This is an optimization exercise on Yosys and OpenROAD, whose aim is small area, a short achievable clock period and few clock cycles, not a production implementation. Function was checked by simulation only, so behaviour that the tests miss may differ from the original. Power is estimated from default activity; no workload was simulated.

File: design/flow/run.sh
#!/bin/bash
# synth_recipe.tcl (not shown) runs the flow's synth.tcl, then flattens the netlist and writes it again
# the make line also repeats each setting of config.mk as NAME=value (left out here)
make -C /OpenROAD-flow-scripts/flow DESIGN_CONFIG=/design/flow/config.mk WORK_HOME=/design/flow/orfs CLKGATE_MAP_FILE= SYNTH_SCRIPT=/design/flow/synth_recipe.tcl finish
File: design/flow/config.mk
export PLATFORM = sky130hd
export DESIGN_NAME = pft_lzd
export DESIGN_NICKNAME = pft_lzd
export VERILOG_FILES = /design/flow/design.v
export SDC_FILE = /design/flow/constraint.sdc
export NUM_CORES = 8
export LEC_CHECK = 0
export ABC_CLOCK_PERIOD_IN_PS = 7000
export CAP_MARGIN = 20
export CORE_MARGIN = 2
export CORE_UTILIZATION = 35
export SETUP_SLACK_MARGIN = 4
export SLEW_MARGIN = 20
File: design/flow/constraint.sdc
create_clock -name core_clock -period 12.0 [get_ports {clk}]
set_input_delay 2.4000 -clock core_clock [delete_from_list [all_inputs] [get_ports {clk}]]
set_output_delay 2.4000 -clock core_clock [all_outputs]
set_load 0.01 [all_outputs]
File: design/flow/design.v
module pft_lzd (
    input  wire        clk,
    input  wire        rst,           
    input  wire [7:0]  reg_addr,      
    input  wire        reg_we,
    input  wire [31:0] reg_wdata,
    output reg  [31:0] reg_rdata,
    output wire        irq,
    output reg         buf_en,
    output reg         buf_we,
    output reg  [16:0] buf_addr,
    output reg  [7:0]  buf_wdata,
    input  wire [7:0]  buf_rdata,
    output reg         out_re,
    output reg  [24:0] out_raddr,
    input  wire [7:0]  out_rdata,
    output reg         out_we,
    output reg  [24:0] out_waddr,
    output reg  [7:0]  out_wdata
);
    localparam [3:0] F_ALIGN   = 4'd2;
    localparam [3:0] F_OOB     = 4'd3;
    localparam [3:0] F_CSUM    = 4'd4;
    localparam [3:0] F_NOSIG   = 4'd5;
    localparam [3:0] F_OVERSZ  = 4'd6;
    localparam [3:0] F_INCOMPL = 4'd7;
    localparam [3:0] F_ZEROOFF = 4'd8;
    localparam [3:0] F_NOTRL   = 4'd9;
    localparam [3:0] F_OUTCAP  = 4'd10;
    localparam [3:0] F_OFFBEF  = 4'd11;
    localparam [3:0] F_ILLCMD  = 4'd12;
    localparam [4:0]
        S_IDLE  = 5'd0,
        S_CMD   = 5'd1,    
        S_CK    = 5'd2,    
        S_CKE   = 5'd3,    
        S_HDR   = 5'd4,    
        S_HDR1  = 5'd5,    
        S_HDRC  = 5'd6,    
        S_RAWC  = 5'd7,    
        S_RAW   = 5'd8,    
        S_RSKIP = 5'd9,    
        S_TOK   = 5'd10,   
        S_MSK1  = 5'd11,   
        S_CP1   = 5'd12,   
        S_EXT   = 5'd13,   
        S_CPC   = 5'd14,   
        S_CPY   = 5'd15,   
        S_TRL   = 5'd16,   
        S_TRL1  = 5'd17,   
        S_IV    = 5'd18,   
        S_XC    = 5'd19,   
        S_XR    = 5'd20,   
        S_XW    = 5'd21;   
    reg  [4:0]  state;
    reg  [1:0]  ctrl_op;
    reg         ctrl_endian;
    reg         ctrl_ie;
    reg         st_done;
    reg         st_err;
    reg  [3:0]  err_code;     
    reg         errf;         
    reg  [31:0] buf_len;
    reg  [7:0]  model;
    reg  [31:0] xbase, xivoff, xstart, xlen;
    reg  [17:0] ic;           
    reg  [25:0] oc;           
    reg  [31:0] err_in, err_val;
    reg  [31:0] iv0, iv1, iv2, iv3;    
    reg         kv;           
    reg  [17:0] sp;           
    reg  [31:0] acc;          
    reg  [22:0] cnt;          
    reg  [7:0]  s0;           
    reg  [15:0] blen;         
    reg  [14:0] rem;          
    reg  [15:0] mask;
    reg  [3:0]  sel;
    reg         gv;           
    reg         mflag;        
    reg  [10:0] offm1;        
    reg  [7:0]  hb;           
    reg         hv;           
    reg  [7:0]  last;         
    reg         sig_nz;       
    wire busy = (state != S_IDLE);
    assign irq = ctrl_ie & (st_done | st_err);
    wire [7:0] sbyte = hv ? hb : buf_rdata;
    reg pop;
    always @* begin
        case (state)
            S_HDR, S_HDR1, S_TRL, S_TRL1, S_TOK, S_MSK1, S_CP1, S_EXT, S_RAW, S_RSKIP:
                pop = 1'b1;
            default:
                pop = 1'b0;
        endcase
    end
    wire stream = (state >= S_CKE) && (state <= S_TRL1);
    wire [31:0] x_diff  = {14'd0, ic} - xbase;           
    wire [6:0]  x_b     = x_diff[6:0];                   
    wire [4:0]  kidx    = busy ? x_b[6:2] : reg_addr[6:2];
    wire [31:0] k_lo    = kidx[0] ? iv1 : iv0;
    wire [31:0] k_hi    = kidx[0] ? iv3 : iv2;
    wire [31:0] k_a     = kidx[1] ? k_hi : k_lo;
    wire [31:0] k_b     = kidx[1] ? k_lo : k_hi;
    reg  [31:0] k_c;
    always @* begin
        case (kidx[4:3])
            2'd0: k_c = iv0;
            2'd1: k_c = iv1;
            2'd2: k_c = iv2;
            default: k_c = iv3;
        endcase
    end
    wire [31:0] k_cs    = kidx[2] ? ~k_c : k_c;
    wire [31:0] k_const = kidx[2] ? {31'd0, kidx[1]} : (kidx[1] ? 32'd0 : 32'hFFFF_FFFF);
    wire [31:0] key_w   = k_a + ~k_b + k_cs + k_const;
    wire [31:0] x_mw    = key_w - {x_diff[31:7], 7'd0};
    reg  [7:0]  x_mbyte;
    always @* begin
        case (ctrl_endian ? ~x_b[1:0] : x_b[1:0])
            2'd0: x_mbyte = acc[7:0];
            2'd1: x_mbyte = acc[15:8];
            2'd2: x_mbyte = acc[23:16];
            default: x_mbyte = acc[31:24];
        endcase
    end
    wire [32:0] xi_a   = {1'b0, xbase} + {1'b0, xivoff};
    wire [32:0] xc_s   = {1'b0, xbase} + {1'b0, xstart};
    wire [33:0] xc_end = {1'b0, xc_s} + {2'b0, xlen};
    wire        rem0     = (rem == 15'd0);
    wire        rem_lt2  = (rem[14:1] == 14'd0);
    reg  [15:0] hd_len;
    reg         hd_oversz;
    always @* begin
        hd_len    = blen;
        hd_oversz = 1'b0;
        if (blen == 16'hE000) begin
            if (model == 8'd1)      hd_len = 16'hC002;
            else if (model == 8'd2) hd_len = 16'h6000;
            else                    hd_oversz = 1'b1;
        end else if (blen > 16'h8000) begin
            hd_oversz = 1'b1;
        end
    end
    wire        hd_nofit = ({14'd0, sp} + {16'd0, hd_len} + 32'd6) > buf_len;
    wire        hd_raw1  = (model == 8'd1) && (hd_len == 16'hC002);
    wire        hd_raw2  = (model == 8'd2) && (hd_len == 16'h6000);
    wire [17:0] t_pos    = ic + {16'd0, mflag, 1'b0};    
    wire [26:0] oc_plus  = {1'b0, oc} + {4'd0, cnt};
    wire        ck_last  = (sp + 18'd1 == buf_len[17:0]);
    always @* begin
        buf_en    = 1'b0;
        buf_we    = 1'b0;
        buf_addr  = sp[16:0] + 17'd1;
        buf_wdata = buf_rdata ^ x_mbyte;
        out_re    = 1'b0;
        out_raddr = oc[24:0] + {14'h3FFF, ~offm1} + {24'd0, state == S_CPY};
        out_we    = 1'b0;
        out_waddr = oc[24:0];
        out_wdata = sbyte;
        case (state)
            S_CMD: begin
                buf_en = 1'b1;
                if (ctrl_op != 2'd0) buf_addr = xi_a[16:0];
            end
            S_CK: begin
                buf_en = 1'b1;
                if (ck_last) buf_addr = 17'h200;
            end
            S_IV: buf_en = (cnt[3:0] != 4'd15);
            S_TOK: begin
                buf_en = 1'b1;
                out_we = gv & ~mask[15] & ~rem0 & ~oc[25];
            end
            S_RAW: begin
                buf_en = 1'b1;
                out_we = 1'b1;
            end
            S_CPC: out_re = 1'b1;
            S_CPY: begin
                out_re    = 1'b1;
                out_we    = 1'b1;
                out_wdata = (offm1 == 11'd0) ? last : out_rdata;
            end
            S_XR: begin
                buf_en   = 1'b1;
                buf_addr = ic[16:0];
            end
            S_XW: begin
                buf_en   = 1'b1;
                buf_we   = 1'b1;
                buf_addr = ic[16:0];
            end
            default: buf_en = pop;
        endcase
    end
    always @* begin
        reg_rdata = 32'd0;
        if (reg_addr[7]) begin
            if (kv) reg_rdata = key_w;
        end else begin
            case (reg_addr[6:2])
                5'h00: reg_rdata = {27'd0, ctrl_ie, ctrl_endian, ctrl_op, 1'b0};
                5'h01: reg_rdata = {16'd0, 4'd0, st_err ? err_code : 4'd0, 5'd0, st_err, st_done, busy};
                5'h02: reg_rdata = buf_len;
                5'h03: reg_rdata = {24'd0, model};
                5'h04: reg_rdata = xbase;
                5'h05: reg_rdata = xivoff;
                5'h06: reg_rdata = xstart;
                5'h07: reg_rdata = xlen;
                5'h08: reg_rdata = {6'd0, oc};
                5'h09: reg_rdata = {14'd0, ic};
                5'h0A: reg_rdata = errf ? err_in : 32'd0;
                5'h0B: reg_rdata = errf ? {6'd0, oc} : 32'd0;
                5'h0C: reg_rdata = errf ? err_val : 32'd0;
                5'h0D: reg_rdata = 32'h0200_0000;
                5'h0E: reg_rdata = 32'h0002_0000;
                default: reg_rdata = 32'd0;
            endcase
        end
    end
    task fault;
        input [3:0]  code;
        input [31:0] fin;
        input [31:0] fval;
        begin
            st_err   <= 1'b1;
            errf     <= 1'b1;
            err_code <= code;
            err_in   <= fin;
            err_val  <= fval;
            state    <= S_IDLE;
        end
    endtask
    task complete;
        begin
            st_done <= 1'b1;
            state   <= S_IDLE;
        end
    endtask
    always @(posedge clk) begin
        if (rst) begin
            state       <= S_IDLE;
            ctrl_op     <= 2'd0;
            ctrl_endian <= 1'b0;
            ctrl_ie     <= 1'b0;
            st_done     <= 1'b0;
            st_err      <= 1'b0;
            errf        <= 1'b0;
            buf_len     <= 32'd0;
            model       <= 8'd0;
            xbase       <= 32'd0;
            xivoff      <= 32'd0;
            xstart      <= 32'd0;
            xlen        <= 32'd0;
            ic          <= 18'd0;
            oc          <= 26'd0;
            kv          <= 1'b0;
        end else begin
            if (reg_we) begin
                case (reg_addr)
                    8'h00: begin
                        ctrl_ie <= reg_wdata[4];
                        if (!busy) begin
                            ctrl_op     <= reg_wdata[2:1];
                            ctrl_endian <= reg_wdata[3];
                            if (reg_wdata[0]) begin
                                st_done  <= 1'b0;
                                st_err   <= 1'b0;
                                errf     <= 1'b0;
                                ic       <= 18'd0;
                                oc       <= 26'd0;
                                state    <= S_CMD;
                            end
                        end
                    end
                    8'h04: begin
                        if (reg_wdata[1]) st_done <= 1'b0;
                        if (reg_wdata[2]) st_err  <= 1'b0;
                    end
                    8'h08: if (!busy) buf_len <= reg_wdata;
                    8'h0C: if (!busy) model   <= reg_wdata[7:0];
                    8'h10: if (!busy) xbase   <= reg_wdata;
                    8'h14: if (!busy) xivoff  <= reg_wdata;
                    8'h18: if (!busy) xstart  <= reg_wdata;
                    8'h1C: if (!busy) xlen    <= reg_wdata;
                    default: ;
                endcase
            end
            case (state)
                S_IDLE: ;
                S_CMD: begin
                    if (ctrl_op == 2'd3)
                        fault(F_ILLCMD, 32'd0, 32'd3);
                    else if (buf_len > 32'h0002_0000)
                        fault(F_OOB, buf_len, 32'd0);
                    else if (ctrl_op == 2'd0) begin
                        if (buf_len[1:0] != 2'd0)
                            fault(F_CSUM, buf_len, {30'd0, buf_len[1:0]});
                        else if (buf_len == 32'd0)
                            fault(F_OOB, 32'h1F6, 32'd2);
                        else
                            state <= S_CK;
                    end else begin
                        if ({1'b0, xi_a} + 34'd16 > {2'b0, buf_len})
                            fault(F_OOB, xi_a[31:0], 32'd16);
                        else
                            state <= S_IV;
                    end
                end
                S_CK: if (ck_last) state <= S_CKE;
                S_CKE: begin
                    if (acc != 32'd0)
                        fault(F_CSUM, 32'd0, acc);
                    else if (buf_len < 32'h1F8)
                        fault(F_OOB, 32'h1F6, 32'd2);
                    else if (!sig_nz)
                        fault(F_NOSIG, 32'h1F6, 32'd0);
                    else begin
                        ic    <= 18'h200;
                        state <= S_HDR;
                    end
                end
                S_HDR: begin
                    if ({14'd0, sp} + 32'd2 > buf_len) fault(F_OOB, {14'd0, ic}, 32'd2);
                    else                               state <= S_HDR1;
                end
                S_HDR1: state <= S_HDRC;
                S_HDRC: begin
                    if (blen == 16'd0) begin
                        ic <= sp;
                        complete();
                    end else if (hd_oversz) begin
                        fault(F_OVERSZ, {14'd0, ic}, {16'd0, blen});
                    end else if (hd_nofit) begin
                        fault(F_INCOMPL, {14'd0, ic}, {16'd0, hd_len});
                    end else if (hd_raw1 || hd_raw2) begin
                        ic    <= sp;
                        state <= S_RAWC;
                    end else if (hd_len < 16'd2) begin
                        fault(F_NOTRL, {14'd0, ic}, {16'd0, hd_len});
                    end else begin
                        ic    <= sp;
                        state <= (hd_len == 16'd2) ? S_TRL : S_TOK;
                    end
                end
                S_RAWC: begin
                    if (oc_plus > 27'h200_0000)
                        fault(F_OUTCAP, {14'd0, ic}, {9'd0, cnt});
                    else
                        state <= S_RAW;
                end
                S_RAW: begin
                    oc <= oc + 26'd1;
                    if (cnt == 23'd1) begin
                        if (rem0) begin
                            ic    <= sp + 18'd1;
                            state <= S_HDR;
                        end else begin
                            state <= S_RSKIP;
                        end
                    end
                end
                S_RSKIP: begin
                    if (rem == 15'd1) begin
                        ic    <= sp + 18'd1;
                        state <= S_HDR;
                    end
                end
                S_TOK: begin
                    if (!gv) begin
                        if (rem_lt2) fault(F_INCOMPL, {14'd0, sp}, {16'd0, blen});
                        else         state <= S_MSK1;
                    end else if (!mask[15]) begin
                        if (rem0)
                            fault(F_INCOMPL, {14'd0, sp}, {16'd0, blen});
                        else if (oc[25])
                            fault(F_OUTCAP, {14'd0, sp}, 32'd1);
                        else begin
                            oc    <= oc + 26'd1;
                            ic    <= sp + 18'd1;
                            state <= (rem == 15'd1) ? S_TRL : S_TOK;
                        end
                    end else begin
                        if (rem_lt2) fault(F_INCOMPL, {14'd0, sp}, {16'd0, blen});
                        else         state <= S_CP1;
                    end
                end
                S_MSK1: state <= S_TOK;
                S_CP1:  state <= (s0[4:0] == 5'd7) ? S_EXT : S_CPC;
                S_EXT: begin
                    if (rem0)                 fault(F_INCOMPL, {14'd0, sp}, {16'd0, blen});
                    else if (sbyte != 8'hFF)  state <= S_CPC;
                end
                S_CPC: begin
                    if (offm1 == 11'h7FF)
                        fault(F_ZEROOFF, {14'd0, t_pos}, {9'd0, cnt});
                    else if ((oc[25:11] == 15'd0) && (offm1 >= oc[10:0]))
                        fault(F_OFFBEF, {14'd0, t_pos}, {21'd0, offm1 + 11'd1});
                    else if (oc_plus > 27'h200_0000)
                        fault(F_OUTCAP, {14'd0, t_pos}, {9'd0, cnt});
                    else
                        state <= S_CPY;
                end
                S_CPY: begin
                    oc <= oc + 26'd1;
                    if (cnt == 23'd1) begin
                        ic    <= sp;
                        state <= rem0 ? S_TRL : S_TOK;
                    end
                end
                S_TRL: state <= S_TRL1;
                S_TRL1: begin
                    if ({s0, sbyte} != 16'd0) begin
                        fault(F_NOTRL, {14'd0, ic}, {16'd0, s0, sbyte});
                    end else begin
                        ic    <= sp + 18'd1;
                        state <= S_HDR;
                    end
                end
                S_IV: begin
                    if (cnt[3:0] == 4'd15) begin
                        kv <= 1'b1;
                        if (ctrl_op == 2'd2) complete();
                        else                 state <= S_XC;
                    end
                end
                S_XC: begin
                    if (xstart[6:0] != 7'd0 || xlen[6:0] != 7'd0)
                        fault(F_ALIGN, xstart, xlen);
                    else if (xlen == 32'd0)
                        complete();
                    else if (xc_end > {2'b0, buf_len})
                        fault(F_OOB, xc_s[31:0], xlen);
                    else begin
                        ic    <= xc_s[17:0];
                        state <= S_XR;
                    end
                end
                S_XR: state <= S_XW;
                S_XW: begin
                    ic <= ic + 18'd1;
                    if (cnt == 23'd1) complete();
                    else              state <= S_XR;
                end
                default: state <= S_IDLE;
            endcase
        end
    end
    always @(posedge clk) begin
        hb <= sbyte;
        if (out_we) last <= out_wdata;
        if (stream) begin
            hv <= ~pop;
            if (pop) sp <= sp + 18'd1;
        end
        case (state)
            S_IDLE: sp <= 18'h3FFFF;        
            S_CMD: begin
                acc    <= 32'd0;
                sig_nz <= 1'b0;
                cnt    <= 23'd0;
                sp     <= (ctrl_op == 2'd0) ? 18'd0 : xi_a[17:0];
            end
            S_CK: begin
                hv  <= 1'b0;
                acc <= acc + ({24'd0, buf_rdata} << {sp[1:0], 3'b000});
                if ((sp[17:1] == 17'h000FB) && (buf_rdata != 8'd0)) sig_nz <= 1'b1;
                sp  <= ck_last ? 18'h200 : sp + 18'd1;
            end
            S_HDR:  s0   <= sbyte;
            S_HDR1: blen <= {s0, sbyte};
            S_HDRC: begin
                blen  <= hd_len;
                cnt   <= {7'd0, hd_raw1 ? (hd_len - 16'd2) : hd_len};
                rem   <= (hd_raw1 || hd_raw2) ? (hd_raw1 ? 15'd2 : 15'd0) : (hd_len[14:0] - 15'd2);
                gv    <= 1'b0;
                mflag <= 1'b0;
            end
            S_RAW:   cnt <= cnt - 23'd1;
            S_RSKIP: rem <= rem - 15'd1;
            S_TOK: begin
                s0  <= sbyte;
                rem <= rem - 15'd1;
                if (!gv) begin
                    mflag <= 1'b1;
                end else begin
                    mask <= {mask[14:0], 1'b0};
                    sel  <= sel + 4'd1;
                    gv   <= (sel != 4'd15);
                    if (!mask[15]) mflag <= 1'b0;
                end
            end
            S_MSK1: begin
                mask <= {s0, sbyte};
                sel  <= 4'd0;
                gv   <= 1'b1;
                rem  <= rem - 15'd1;
            end
            S_CP1: begin
                offm1 <= {s0[7:5], sbyte} - 11'd1;
                cnt   <= {18'd0, s0[4:0]} + 23'd3;
                rem   <= rem - 15'd1;
            end
            S_EXT: begin
                cnt <= cnt + {15'd0, sbyte};
                rem <= rem - 15'd1;
            end
            S_CPY: begin
                cnt <= cnt - 23'd1;
                if (cnt == 23'd1) mflag <= 1'b0;
            end
            S_TRL: s0 <= sbyte;
            S_IV: begin
                sp  <= sp + 18'd1;
                cnt <= cnt + 23'd1;
                if (ctrl_endian) iv3 <= {iv3[23:0], buf_rdata};
                else             iv3 <= {buf_rdata, iv3[31:8]};
                if (cnt[1:0] == 2'd3 && cnt[3:2] != 2'd3) begin
                    iv2 <= ctrl_endian ? {iv3[23:0], buf_rdata} : {buf_rdata, iv3[31:8]};
                    iv1 <= iv2;
                    iv0 <= iv1;
                end
            end
            S_XC: cnt <= {5'd0, xlen[17:0]};
            S_XR: if (x_b[1:0] == 2'd0) acc <= x_mw;
            S_XW: cnt <= cnt - 23'd1;
            default: ;
        endcase
    end
endmodule
==> out/metrics.cfg, run 1 <==
[layout]
nFillCells = 14842
fin_cells = 8558
final_util = 0.4256
nets = 7015
final_area_sq_mm = 0.06390
synthToLayoutAreaGrowth_pct = 20.63
drive_gt1_frac = 0.1600

[sta]
worstMarginPinSlew_ps = 1292
period_share = 0.8439
fmax_mhz = 98.75
max-slew-margin-rel = 0.1327
period_needed_ps = 10130
final_hold_viol_count = 0
maxSlewViolCount = 0
setup_viol = 0
grt_setup_unrepaired = true
setup_tns_ps = 0
skew_ps = 52.75

[clock_network]
tritoncts = done
cts.sinks = 585
clockRootBuffer = clkbuf_16
hold_buffers = 0
numCtsBuffers = 78
clkSlewWorstSetupHoldPaths_ps = 60
clk_path_buf_depth = 3
insertion_delay_ps = 740
cts_max_level = 3

[synth]
synth_warnings = 1
post-synth-top-area-cell = edfxtp_1
synthesis.area_sq_mm = 0.05297
synthArstFlopShare = 0
synth.most_common_cell = nand2_1
postSynthCellCount = 6249
seq_area_frac_synth = 0.2872
yosysUniqueCellTypes = 103
syn-num-nets = 6792
synth_flop_cell = edfxtp_1
netlist_top_cells_count = nand2_1, a21oi_1, ha_1
synth_area_leaders = edfxtp_1, ha_1, dfxtp_1
avgSynthCellArea_sq_um = 8.476
synth-edff-count = 350
synth_top_area_frac = 0.1984
synth_seq_cells = 585

[worst_setup_path]
worst_path_max_delay_cell = mux4_2
end_kind = primary output
required_ps = 9600
timing_worst_setup_path_type = in -> out
crit_path_start_kind = input port
path_delay_family = compound AO/OA/AOI/OAI gates
reg2reg_depth = 45
crit_buf_inv = 5
path_max_fanout = 4
cp_slowest_stage_delay_ps = 540
path_depth = 26
worstPathArrival_ps = 7730

[die]
design.die.area_sq_mm = 0.1545
core-area_sq_mm = 0.1501
start_util = 0.3528
ioPinCount = 179
rows = 142
fp.dieW_microns = 393.0
fp.dieH_microns = 393.0

[global_routing]
antenna_found_initial = 24
overflow = 0
grt.total_usage = 0.3311
grt_pass1_vias = 50598
grt_pass1_wl_microns = 371000
grt_max_degree = 90

[power_and_ir_drop]
switching_share = 0.3471
power.internal_uw = 4904
total_power_uw = 7511
p_seq_frac = 0.281
power_frac_comb = 0.385
ir_drop_mv = 0.1645
p_leak_uw = 0.02525
pwr-share-clk = 0.333
p_per_area_mw_per_mm2 = 117.6
switchingPower_uw = 2607

[placed_design]
place_area_sq_mm = 0.05735
port_buffers = 178
placed_cells = 8206
dpl.hpwl_microns = 197900
place.gp.congestion = 1.068

[drt]
via_per_inst = 6.440
drt-initial-drc-count = 8641
wl_microns = 267100
drtAntennaViolNets = 0
first_pass_iters = 10
drc_errors = 0
vias = 55113
wl_per_cell_microns = 31.21

[hold_path]
hold_path.class = reg -> reg
min_path_cells = 0

[status]
status = timing/DRC/antenna clean

[run]
maxCapViolCount = 0

stage by stage:
step,hold WS [ps],setup slack [ps]
final,474.8,1874
after global routing,490.4,1668
after CTS,471.1,1874
after detailed placement,462.1,628.3
after global placement,461.8,740.8
after floorplan,439.5,1885
flip-flops by register name (all words and copies together), names as in the netlist, 11 cells and up:
signal and flops:
acc 32, blen 16, buf_len 32, cnt 23, err_in 32, err_val 32
ic 18, iv0 32, iv1 32, iv2 32, iv3 32, mask 16
oc 26, offm1 11, rem 15, sp 18, xbase 32, xivoff 32
xlen 32, xstart 32
per-layer routing:
| metal | part of all wire | track usage | vias up | wire (microns) |
|---|---|---|---|---|
| li1 | - | - | 23573 | - |
| met1 | 0.39 | 0.4406 | 26842 | 104000 |
| met2 | 0.41 | 0.4844 | 3868 | 109900 |
| met3 | 0.13 | 0.08993 | 818 | 34330 |
| met4 | 0.069 | 0.1801 | 12 | 18540 |
| met5 | 0.0012 | 0 | - | 329 |
layout by cell type, fill, tap and decap left out, types with 47 or more instances in the layout:
master and instances:
mux2_2 76, a21o_1 133, a21oi_1 529, nand4_1 62
o211ai_1 47, a31oi_1 50, xor2_1 166, o21bai_1 47
o21ai_0 261, clkbuf_16 86, buf_6 57, nor2_1 355
o221ai_1 58, a221oi_1 52, nor3_1 98, a222oi_1 58
nand2b_1 55, edfxtp_1 350, nand2_1 772, nand3_1 147
buf_4 295, xnor2_1 219, dfxtp_1 230, mux2i_1 164
inv_1 269, fa_1 68, a22oi_1 75, and3_1 72
ha_1 388, clkdlybuf4s50_1 140, a22o_1 47, nor4_1 63
logic make-up (layout without fill, tap and decap cells):
| group | after synthesis | in the layout | synth area share |
|---|---|---|---|
| and+or+nand+nor | 1921 | 1923 | 0.1696 |
| AOI/OAI and AO/OA | 1847 | 1847 | 0.2292 |
| buffers and inverters | 690 | 971 | 0.05166 |
| DFF | 585 | 585 | 0.2872 |
| adders and majority gates | 484 | 484 | 0.1247 |
| xor gates and xnor gates | 439 | 439 | 0.07285 |
| muxes | 283 | 283 | 0.06475 |
| other | 0 | 10 | 0 |
power by group through the flow:
stage	clock network, uW	logic [uW]	registers (uW)
finish	2500	2890	2110
CTS	2510	2400	2110
floorplan	0	1420	2150
global placement	0	1910	2160
detailed placement	0	1930	2160
global route	2570	3050	2110
worst paths after layout:
kind,startpoint,slack (ps),endpoint
worst max register to register,ic[0],2830,acc[28]
worst min-delay path,iv1[23],470,iv0[23]
worst max-delay path,reg_addr[5],1870,reg_rdata[30]
worst min register to register,iv1[23],470,iv0[23]
worst register-to-register path, delay by kind of cell, from the launching register on:
kind / cells / cell delay [ps]
AOI/OAI and AO/OA: 19 / 3100
adders and majority gates: 7 / 2310
buffers and inverters: 10 / 1220
and+or+nand+nor: 5 / 950
xor gates and xnor gates: 3 / 610
muxes: 1 / 330
DFF: 1 / 320
timing repair:
item                       CTS  global route
resized for setup          310           280
pin swaps                  114           177
setup endpoints to repair  161           171
hold endpoints to repair     0             0
buffers inserted           113            74
cloned                       7             8
final cells by class:
| type | count | area, sq um | area share |
|---|---|---|---|
| Antenna cell | 10 | 25.02 | 0.0003916 |
| Clock buffer | 94 | 2146 | 0.03358 |
| Clock inverter | 46 | 465.4 | 0.007284 |
| Inverter | 285 | 1089 | 0.01704 |
| Multi-Input combinational cell | 4976 | 37270 | 0.5832 |
| Sequential cell | 585 | 15220 | 0.2382 |
| Tap cell | 2016 | 2522 | 0.03948 |
| Timing Repair Buffer | 546 | 5159 | 0.08073 |
Testbench counts, summed over its fixed seeds: cycles 434,464.
==> run 2, diff against run 1 <==
--- a/design/flow/config.mk
+++ b/design/flow/config.mk
@@ -5,7 +5,6 @@
 export SDC_FILE = /design/flow/constraint.sdc
 export NUM_CORES = 8
 export LEC_CHECK = 0
-export ABC_CLOCK_PERIOD_IN_PS = 7000
 export CAP_MARGIN = 20
 export CORE_MARGIN = 2
 export CORE_UTILIZATION = 35
==> run 2 against run 1 <==
  * Worst hold slack did not move
  * Clock power barely moved
  * Synthesized cell count did not move
  * Fmax did not move
  * Highest routed layer unchanged
  * Design area did not move
  * Critical endpoint unchanged
  * Combinational power barely moved
  * Global-route usage did not move
  * Worst setup slack did not move
  * Still clean
  * Die area did not move
  * Non-clock buffer count did not move
==> out/metrics.cfg, run 2 <==
[synth]
yosysUniqueCellTypes = 103  ; unchanged
synth_area_leaders = edfxtp_1, ha_1, dfxtp_1  ; unchanged
synthesis.area_sq_mm = 0.05297  ; unchanged
synth_flop_cell = edfxtp_1  ; unchanged
synth_top_area_frac = 0.1984  ; unchanged
netlist_top_cells_count = nand2_1, a21oi_1, ha_1  ; unchanged
syn-num-nets = 6792  ; unchanged
avgSynthCellArea_sq_um = 8.476  ; unchanged
synth_seq_cells = 585  ; unchanged
synth-edff-count = 350  ; unchanged
synth.most_common_cell = nand2_1  ; unchanged
seq_area_frac_synth = 0.2872  ; unchanged
post-synth-top-area-cell = edfxtp_1  ; unchanged
synth_warnings = 1  ; unchanged
postSynthCellCount = 6249  ; unchanged
synthArstFlopShare = 0  ; unchanged

[power_and_ir_drop]
switching_share = 0.3471  ; unchanged
total_power_uw = 7511  ; unchanged
p_leak_uw = 0.02525  ; unchanged
pwr-share-clk = 0.333  ; about the same
power_frac_comb = 0.385  ; about the same
p_seq_frac = 0.281  ; about the same
power.internal_uw = 4904  ; unchanged
switchingPower_uw = 2607  ; unchanged
p_per_area_mw_per_mm2 = 117.6  ; unchanged
ir_drop_mv = 0.1645  ; unchanged

[layout]
synthToLayoutAreaGrowth_pct = 20.63  ; unchanged
final_cell_mix = nand2_1, a21oi_1, ha_1, nor2_1, edfxtp_1  ; unchanged
fin_cells = 8558  ; unchanged
final_area_sq_mm = 0.06390  ; unchanged
nets = 7015  ; unchanged
drive_gt1_frac = 0.1600  ; unchanged
final_common_cell = nand2_1  ; unchanged

[sta]
period_share = 0.8439  ; unchanged
grt_setup_unrepaired = true  ; unchanged
fmax_mhz = 98.75  ; unchanged
final_hold_viol_count = 0  ; unchanged
setup_tns_ps = 0  ; unchanged
setup_viol = 0  ; unchanged
maxSlewViolCount = 0  ; unchanged
worstMarginPinSlew_ps = 1292  ; unchanged
period_needed_ps = 10130  ; unchanged
skew_ps = 52.75  ; unchanged
max-slew-margin-rel = 0.1327  ; unchanged

[clock_network]
cts.sinks = 585  ; unchanged
tritoncts = done  ; unchanged
clk_path_buf_depth = 3  ; unchanged
numCtsBuffers = 78  ; unchanged
insertion_delay_ps = 740  ; about the same
cts_max_level = 3  ; unchanged
clkSlewWorstSetupHoldPaths_ps = 60  ; about the same
clockRootBuffer = clkbuf_16  ; unchanged

[worst_setup_path]
worst_path_max_delay_cell = mux4_2  ; unchanged
path_max_fanout = 4  ; unchanged
crit_path_start_kind = input port  ; unchanged
end_kind = primary output  ; unchanged
reg2reg_from = ic[0]  ; unchanged
worstPathArrival_ps = 7730  ; about the same
startpoint = reg_addr[5]  ; unchanged
timing_worst_setup_path_type = in -> out  ; unchanged
required_ps = 9600  ; about the same
cp_slowest_stage_delay_ps = 540  ; about the same

[placed_design]
dpl.hpwl_microns = 197900  ; unchanged
placed_cells = 8206  ; unchanged
place.gp.congestion = 1.068  ; unchanged
place_area_sq_mm = 0.05735  ; unchanged
port_buffers = 178  ; unchanged

[global_routing]
antenna_found_initial = 24  ; unchanged
grt_pass1_vias = 50598  ; unchanged
grt_max_degree = 90  ; unchanged
grt_pass1_wl_microns = 371000  ; unchanged
grt.total_usage = 0.3311  ; unchanged
overflow = 0  ; unchanged

[die]
fp.dieW_microns = 393.0  ; unchanged
design.die.area_sq_mm = 0.1545  ; unchanged
ioPinCount = 179  ; unchanged
fp.dieH_microns = 393.0  ; unchanged
core-area_sq_mm = 0.1501  ; unchanged
rows = 142  ; unchanged
start_util = 0.3528  ; unchanged

[drt]
via_per_inst = 6.440  ; unchanged
first_pass_iters = 10  ; unchanged
wl_microns = 267100  ; unchanged
drc_errors = 0  ; unchanged
vias = 55113  ; unchanged
drt-initial-drc-count = 8641  ; unchanged
wl_per_cell_microns = 31.21  ; unchanged
drtAntennaViolNets = 0  ; unchanged

[run]
maxCapViolCount = 0  ; unchanged

[status]
status = timing/DRC/antenna clean  ; unchanged

[hold_path]
hold_path.class = reg -> reg  ; unchanged
hp-start = iv1[23]  ; unchanged

run 2: cells by family (layout without fill, tap and decap cells):
family / Yosys count / count (layout) / share of synthesized area
other: 0 / 10 / 0
AOI/OAI and AO/OA: 1847 / 1847 / 0.2292
buffers and inverters: 690 / 971 / 0.05166
muxes: 283 / 283 / 0.06475
and+or+nand+nor: 1921 / 1923 / 0.1696
DFF: 585 / 585 / 0.2872
xor gates and xnor gates: 439 / 439 / 0.07285
adders and majority gates: 484 / 484 / 0.1247
run 2: metal layers:
layer  share of wire  up-vias  GRT usage
met5          0.0012        -          0
met1            0.39    26842     0.4406
li1                -    23573          -
met3            0.13      818    0.08993
met2            0.41     3868     0.4844
met4           0.069       12     0.1801
run 2: worst paths after layout:
| path | end | slack, ps | depth (start not counted) |
|---|---|---|---|
| worst max-delay path | reg_rdata[30] | 1870 | 26 |
| worst max register to register | acc[28] | 2830 | 45 |
| worst min-delay path | iv0[23] | 470 | 0 |
| worst min register to register | iv0[23] | 470 | 0 |
run 2: final cells by class:
type | count | area [sq um]
well taps | 2016 | 2522
inverters | 285 | 1089
fillers | 14842 | 86230
multi-input cells | 4976 | 37270
diodes | 10 | 25.02
repair buffers | 546 | 5159
flip-flops and latches | 585 | 15220
clock inverters | 46 | 465.4
clock buffers | 94 | 2146
run 2: metrics by stage:
| step | hold WS (ps) | utilization | worst slack [ps] |
|---|---|---|---|
| 6_report | 474.8 | 0.4256 | 1874 |
| 4_1_cts | 471.1 | 0.4126 | 1874 |
| 3_3_place_gp | 461.8 | 0.3820 | 740.8 |
| 3_5_place_dp | 462.1 | 0.3820 | 628.3 |
| 2_1_floorplan | 439.5 | - | 1885 |
| 5_1_grt | 490.4 | 0.4254 | 1668 |
run 2: power groups by stage:
stage	Combinational (uW)	Sequential, uW	Clock (uW)
finish	2890	2110	2500
global route	3050	2110	2570
floorplan	1420	2150	0
CTS	2400	2110	2510
detailed placement	1930	2160	0
global placement	1910	2160	0
run 2: worst max-delay path: cells and delay by family:
| kind | cells | cell delay [ps] |
|---|---|---|
| adder cells (fa/ha/maj) | 3 | 1270 |
| buffers and inverters | 5 | 560 |
| AO/OA/AOI/OAI | 14 | 2440 |
| multiplexers | 1 | 540 |
| XOR/XNOR | 2 | 410 |
| AND/OR/NAND/NOR | 1 | 90 |
run 2: what timing repair did:
| action | in CTS | in global routing |
|---|---|---|
| hold buffers | 0 | 0 |
| gates resized for setup | 310 | 280 |
| gates cloned | 7 | 8 |
| setup endpoints to repair | 161 | 171 |
| pin swaps | 114 | 177 |
| buffers inserted | 113 | 74 |
==> run 3, diff against run 2 <==
--- a/design/flow/config.mk
+++ b/design/flow/config.mk
@@ -8,5 +8,4 @@
 export CAP_MARGIN = 20
 export CORE_MARGIN = 2
 export CORE_UTILIZATION = 35
-export SETUP_SLACK_MARGIN = 4
 export SLEW_MARGIN = 20
==> run 3 against run 2 <==
  * Worst hold slack got worse by 3.6 ps
  * Highest routed layer unchanged
  * Synthesized area unchanged
  * Fmax decreased by 12%
  * Via count decreased by 2.0%
  * Still clean
  * Die area unchanged
==> out/metrics.cfg, run 3 <==
[clock_network]
insertion_delay_ps = 720  ; was 740 ps
clkSlewWorstSetupHoldPaths_ps = 60  ; about the same
clockRootBuffer = clkbuf_16  ; unchanged
cts.sinks = 585  ; unchanged
numCtsBuffers = 77  ; was 78
tritoncts = done  ; unchanged
clk_path_buf_depth = 3  ; unchanged
cts_max_level = 3  ; unchanged

[worst_setup_path]
path_max_fanout = 5  ; was 4
timing_worst_setup_path_type = in -> out  ; unchanged
crit_buf_inv = 3  ; was 5
end_kind = primary output  ; unchanged
required_ps = 9600  ; about the same
path_delay_family = compound AO/OA/AOI/OAI gates  ; unchanged
cp_slowest_stage_delay_ps = 560  ; was 540 ps
reg2reg_slack_ps = 1310  ; was 2830 ps
crit_path_start_kind = input port  ; unchanged
worstPathArrival_ps = 9140  ; was 7730 ps
worst_path_max_delay_cell = clkdlybuf4s50_1  ; was mux4_2

[drt]
wl_per_cell_microns = 31.62  ; was 31.21 microns
drt-initial-drc-count = 8370  ; was 8,641
drc_errors = 0  ; unchanged
vias = 54012  ; was 55,113
wl_microns = 265300  ; was 267,100 microns
drtAntennaViolNets = 0  ; unchanged
via_per_inst = 6.438  ; was 6.440
first_pass_iters = 12  ; was 10

[placed_design]
dpl.hpwl_microns = 201200  ; was 197,900 microns
place.gp.congestion = 1.067  ; was 1.068
place_area_sq_mm = 0.05735  ; about the same
port_buffers = 178  ; unchanged

[sta]
final_hold_viol_count = 0  ; unchanged
maxSlewViolCount = 0  ; unchanged
fmax_mhz = 86.64  ; was 98.75 MHz
worstMarginPinSlew_ps = 1271  ; was 1292 ps
setup_viol = 0  ; unchanged
max-slew-margin-rel = 0.1501  ; was 0.1327
skew_ps = 33.32  ; was 52.75 ps
period_needed_ps = 11540  ; was 10,130 ps
setup_tns_ps = 0  ; unchanged
holdWs_ps = 471.2  ; was 474.8 ps
grt_setup_unrepaired = false  ; was true
period_share = 0.9619  ; was 0.8439

[die]
ioPinCount = 179  ; unchanged
start_util = 0.3528  ; unchanged
fp.dieH_microns = 393.0  ; unchanged
rows = 142  ; unchanged
core-area_sq_mm = 0.1501  ; unchanged
fp.dieW_microns = 393.0  ; unchanged
design.die.area_sq_mm = 0.1545  ; unchanged

[synth]
synth_warnings = 1  ; unchanged
synthesis.area_sq_mm = 0.05297  ; unchanged
post-synth-top-area-cell = edfxtp_1  ; unchanged
netlist_top_cells_count = nand2_1, a21oi_1, ha_1  ; unchanged
yosysUniqueCellTypes = 103  ; unchanged
synth.most_common_cell = nand2_1  ; unchanged
synth_seq_cells = 585  ; unchanged
avgSynthCellArea_sq_um = 8.476  ; unchanged
syn-num-nets = 6792  ; unchanged
synthArstFlopShare = 0  ; unchanged
synth_top_area_frac = 0.1984  ; unchanged
synth-edff-count = 350  ; unchanged
synth_flop_cell = edfxtp_1  ; unchanged
seq_area_frac_synth = 0.2872  ; unchanged
postSynthCellCount = 6249  ; unchanged
synth_area_leaders = edfxtp_1, ha_1, dfxtp_1  ; unchanged

[layout]
synthToLayoutAreaGrowth_pct = 13.52  ; was 20.63%
multi_input_area_sq_mm = 0.03530  ; was 0.03727 sq mm
final_common_cell = nand2_1  ; unchanged
nets = 6849  ; was 7,015
register_area_sq_mm = 0.01522  ; about the same
nFillCells = 15224  ; was 14,842
drive_gt1_frac = 0.08874  ; was 0.1600
final_cell_mix = nand2_1, a21oi_1, ha_1, nor2_1, edfxtp_1  ; unchanged
final_area_sq_mm = 0.06013  ; was 0.06390 sq mm

[power_and_ir_drop]
p_leak_uw = 0.02370  ; was 0.02525 uW
p_per_area_mw_per_mm2 = 109.0  ; was 117.6 mW/mm^2
ir_drop_mv = 0.1287  ; was 0.1645 mV

[status]
status = timing/DRC/antenna clean  ; unchanged

[global_routing]
antenna_found_initial = 27  ; was 24
grt_pass1_wl_microns = 371300  ; was 371,000 microns
overflow = 0  ; unchanged
grt_pass1_vias = 49590  ; was 50,598
grt_max_degree = 83  ; was 90
grt.total_usage = 0.3334  ; was 0.3311

[hold_path]
hold_path.class = reg -> reg  ; unchanged

[run]
maxCapViolCount = 0  ; unchanged

## run 3: final timing paths
path	start	endpoint	cells past startpoint
worst min-delay path	model[7]	model[7]	2
worst min register to register	model[7]	model[7]	2
worst max-delay path	reg_addr[5]	reg_rdata[27]	25
worst max register to register	xbase[1]	err_in[23]	39
## run 3: power breakdown
group          internal [uW]  leakage [uW]  switching, uW  total (uW)
registers               2110       0.00502           3.15        2110
clock network           1490       0.00132           1050        2530
logic                    761        0.0174           1140        1910
## run 3: area by class of cell
type                       instances  share of cell area
inverter                         285             0.01779
tap                             2016             0.04195
timing repair buffer             383             0.05554
antenna                            7           0.0002913
sequential                       585              0.2530
multi-input combinational       4974              0.5870
clock buffer                     109             0.03818
clock inverter                    31            0.006222
## run 3: timing repair
action                     in CTS  in global routing
hold buffers                    0                  0
resized for setup               0                  7
setup buffers                   0                  0
setup endpoints to repair       0                  8
## run 3: logic make-up after synthesis
| family | synth area share |
|---|---|
| simple gates | 0.1696 |
| xor+xnor | 0.07285 |
| buf+inv | 0.05166 |
| fa+ha+maj | 0.1247 |
| flops | 0.2872 |
| mux | 0.06475 |
| compound gates | 0.2292 |
## run 3: tightest hold or removal path: cells and delay by family (launching register included)
kind | cells | cell delay [ps]
and+or+nand+nor | 1 | 60
DFF | 1 | 320
AOI/OAI and AO/OA | 1 | 50
## run 3: stage by stage
stage,util,worst slack [ps],total power (uW),cells
2_1_floorplan,-,398.6,3455,6249
3_3_place_gp,0.3819,233.0,4013,8238
3_5_place_dp,0.3820,153.0,4009,8239
4_1_cts,0.3998,130.8,6528,8379
5_1_grt,0.4004,0.2656,6779,8383
6_report,0.4005,457.4,6553,8390
## run 3: routing by layer
metal,vias up,wire length (microns),global-route usage
met5,-,137,0
met1,26233,106700,0.4470
li1,23244,-,-
met2,3659,109100,0.4830
met4,24,16750,0.1722
met3,852,32590,0.09700

==> what the ideal ports hide <==
Ports are ideal in the flow. The routed layouts listed here were re-timed in OpenROAD. Step 1, drivers: a clkbuf_16 drives clk and a buf_2 each remaining input, both assumed. Step 2 also shifts input and output timing later by t, the mid clock arrival at the registers, as if the neighbouring blocks saw the same clock. Three values: ideal, step 1, step 2; two values: the first two.
run | t, ns | setup slack, ns | worst setup path after step 2 | latest minus earliest clock arrival (ns) | slew at the worst register clock pin (ns)
run 1 | 0.801 | 1.874 / 1.789 / 1.826 | input to output | 0.053 / 0.053 | 0.07 / 0.07
run 2 | 0.801 | 1.874 / 1.789 / 1.826 | input to output | 0.053 / 0.053 | 0.07 / 0.07
run 3 | 0.782 | 0.457 / 0.434 / 0.434 | input to output | 0.041 / 0.041 | 0.07 / 0.07
After both steps setup and hold are still met in every run listed.
